Background: an optimization exercise with open tools, aiming at small area, a short achievable clock period and few clock cycles. Do not read the settings as production practice.
The RTL was checked by simulation tests, not by an equivalence proof against the original design.
Power and IR drop assume default switching activity.

==> flow/design.v (excerpt) <==
module eddy_urlenc (
    input  wire          clk,
    input  wire          rst,            
    input  wire          start,
    input  wire [6:0]    in_len,         
    input  wire [1015:0] txt_in,         
    output reg           busy,
    output reg           done,
    output reg           err,
    output reg  [2:0]    err_code,
    output reg  [4:0]    out_len,        
    output reg  [135:0]  out_buf         
);
Size in the first run: ~8900 cells after synthesis, roughly 170 flip-flops, about 1200 I/O pins, roughly 0.044 mm^2 of cells after synthesis.
==> flow/config.mk <==
export PLATFORM = sky130hd
export DESIGN_NAME = eddy_urlenc
export DESIGN_NICKNAME = eddy_urlenc
export VERILOG_FILES = /design/flow/design.v
export SDC_FILE = /design/flow/constraint.sdc
export NUM_CORES = 4
export LEC_CHECK = 0
export ABC_AREA = 1
export CAP_MARGIN = 20
export CORE_MARGIN = 2
export CORE_UTILIZATION = 35
export GPL_ROUTABILITY_DRIVEN = 0
export GPL_TIMING_DRIVEN = 0
export SETUP_SLACK_MARGIN = 2.5
export SLEW_MARGIN = 20
==> flow/constraint.sdc <==
create_clock -name core_clock -period 10.0 [get_ports {clk}]
set_input_delay 2.0000 -clock core_clock [delete_from_list [all_inputs] [get_ports {clk}]]
set_output_delay 2.0000 -clock core_clock [all_outputs]
set_load 0.01 [all_outputs]
run.sh (not shown) runs the stock make flow with config.mk's settings and CLKGATE_MAP_FILE= SYNTH_SCRIPT=/design/flow/synth_recipe.tcl, a recipe that flattens the netlist after the stock synthesis.
The first run never finished: it broke off in global routing on GRT-0116.
Testbench counts at the start, summed over its fixed seeds: cycles 2,090.
Change:
==> flow/flow/run.sh (new file) <==
#!/bin/bash
# The standard layout, except that the ports are buffered with buf_1 rather
# than the resizer's default choice (a slow, larger delay cell); repair then
# sizes the port buffers as timing needs. The layout's full output goes to
# standard_flow.log here, ORFS's own logs to orfs/logs.
set -euo pipefail
here=$(pwd)
export BUFFER_PORTS_ARGS="-buffer_cell sky130_fd_sc_hd__buf_1"
bash "$here/standard.sh" > "$here/standard_flow.log" 2>&1
==> flow/standard.sh (new file) <==
#!/bin/bash
# synth_recipe.tcl (not shown) runs the flow's synth.tcl, then flattens the netlist and writes it again
# the make line also repeats each setting of config.mk as NAME=value (left out here)
make -C /OpenROAD-flow-scripts/flow DESIGN_CONFIG=/design/flow/config.mk WORK_HOME=/design/flow/orfs CLKGATE_MAP_FILE= SYNTH_SCRIPT=/design/flow/synth_recipe.tcl "${@:-finish}"
removed: flow/run.sh
Outcome: The new run aborted during global routing; area after synthesis does not change; synthesized cell count stays the same.

---

eddy_urlenc, a different RTL version from the one above (not shown whole).
Size in the first run: roughly 8500 cells after synthesis, ~170 flip-flops, about 1200 I/O pins, roughly 44000 um2 of cells after synthesis.
export LEC_CHECK = 0
export ABC_AREA = 1
export CAP_MARGIN = 30
export CORE_MARGIN = 2
export CORE_UTILIZATION = 20
export GPL_TIMING_DRIVEN = 0
export SETUP_SLACK_MARGIN = 2.0
export SLEW_MARGIN = 30
create_clock -name core_clock -period 10.0 [get_ports {clk}]
standard.sh (not shown) runs the stock make flow with config.mk's settings and CLKGATE_MAP_FILE= SYNTH_SCRIPT=/design/flow/synth_recipe.tcl, a recipe that flattens the netlist after the stock synthesis.
==> flow/flow/run.sh <==
#!/bin/bash
# The standard layout, except that the ports are buffered with buf_1 rather
# than the resizer's default choice (a slow, larger delay cell); repair then
# sizes the port buffers as timing needs. The layout's full output goes to
# standard_flow.log here, ORFS's own logs to orfs/logs.
set -euo pipefail
here=$(pwd)
export BUFFER_PORTS_ARGS="-buffer_cell sky130_fd_sc_hd__buf_1"
bash "$here/standard.sh" > "$here/standard_flow.log" 2>&1
Testbench counts at the start, summed over its fixed seeds: cycles 2,090.
==> next run, changes <==
==> flow/run.sh (new file) <==
#!/bin/bash
# synth_recipe.tcl (not shown) runs the flow's synth.tcl, then flattens the netlist and writes it again
# the make line also repeats each setting of config.mk as NAME=value (left out here)
make -C /OpenROAD-flow-scripts/flow DESIGN_CONFIG=/design/flow/config.mk WORK_HOME=/design/flow/orfs CLKGATE_MAP_FILE= SYNTH_SCRIPT=/design/flow/synth_recipe.tcl finish
removed: flow/flow/run.sh
removed: flow/standard.sh
What happened: The changed run produced a clean layout; design area climbs by 14%; synthesized area is unchanged; sequential power barely changes; hold slack improved by 0.023 ns; worst setup slack improved by 0.014 ns; clock skew stays flat; synthesized cell count stays the same; wire length drops by 2.8%; utilization climbs by 3.6 points; power climbs by 9.9%.
==> next run, changes <==
==> flow/flow/run.sh (new file) <==
#!/bin/bash
# The standard layout, except that the ports are buffered with buf_1 rather
# than the resizer's default choice (a slow, larger delay cell); repair then
# sizes the port buffers as timing needs. The layout's full output goes to
# standard_flow.log here, ORFS's own logs to orfs/logs.
set -euo pipefail
here=$(pwd)
export BUFFER_PORTS_ARGS="-buffer_cell sky130_fd_sc_hd__buf_1"
bash "$here/standard.sh" > "$here/standard_flow.log" 2>&1
==> flow/standard.sh (new file) <==
#!/bin/bash
# synth_recipe.tcl (not shown) runs the flow's synth.tcl, then flattens the netlist and writes it again
# the make line also repeats each setting of config.mk as NAME=value (left out here)
make -C /OpenROAD-flow-scripts/flow DESIGN_CONFIG=/design/flow/config.mk WORK_HOME=/design/flow/orfs CLKGATE_MAP_FILE= SYNTH_SCRIPT=/design/flow/synth_recipe.tcl "${@:-finish}"
--- a/flow/config.mk
+++ b/flow/config.mk
@@ -12,3 +12,3 @@
 export GPL_TIMING_DRIVEN = 0
-export SETUP_SLACK_MARGIN = 2.0
+export SETUP_SLACK_MARGIN = 1.0
 export SLEW_MARGIN = 30
removed: flow/run.sh
The changed run finished clean.
Critical path depth rose by 10.
Die area is unchanged.
Worst hold slack got worse by 0.023 ns.
Non-clock buffer count fell by 176.
Global-route usage rose by 1.3 points.
Register-to-register slack got worse by 0.87 ns.
Combinational power fell by about a fifth.
Sequential power is about the same.

afterwards: timing with drivers on the ports:
How much do the figures lean on ideal ports? The routed layouts below were timed once more, with nothing changed but the port constraints. Step 1: set_driving_cell puts a clkbuf_16 on clk and a buf_2 on each other input, an assumption about the parent block. Step 2 also shifts input and output timing later by t, the mid clock arrival at the registers, as if the neighbouring blocks saw the same clock. Slacks: ideal / step 1 / step 2; pairs: ideal / step 1.
| run | t (ns) | slack for setup (ns) | hold slack, ns | worst setup path at the end | worst data-port slew with drivers (ns) |
|---|---|---|---|---|---|
| the first run of note 2 | 0.601 | 1.493 / 1.493 / 0.962 | 0.466 / 0.466 / 0.466 | input to register | 0.41 |
| the second run of note 2 | 0.611 | 1.507 / 1.507 / 1.097 | 0.489 / 0.489 / 0.489 | input to register | 0.36 |
| the third run of note 2 | 0.603 | 0.637 / 0.637 / 0.112 | 0.466 / 0.466 / 0.466 | input to register | 0.38 |
After both steps setup and hold are still met in every run listed. The setup slack of the first run of note 2, which loses most, moves by 0.000 ns with the drivers and by -0.531 ns with both steps.
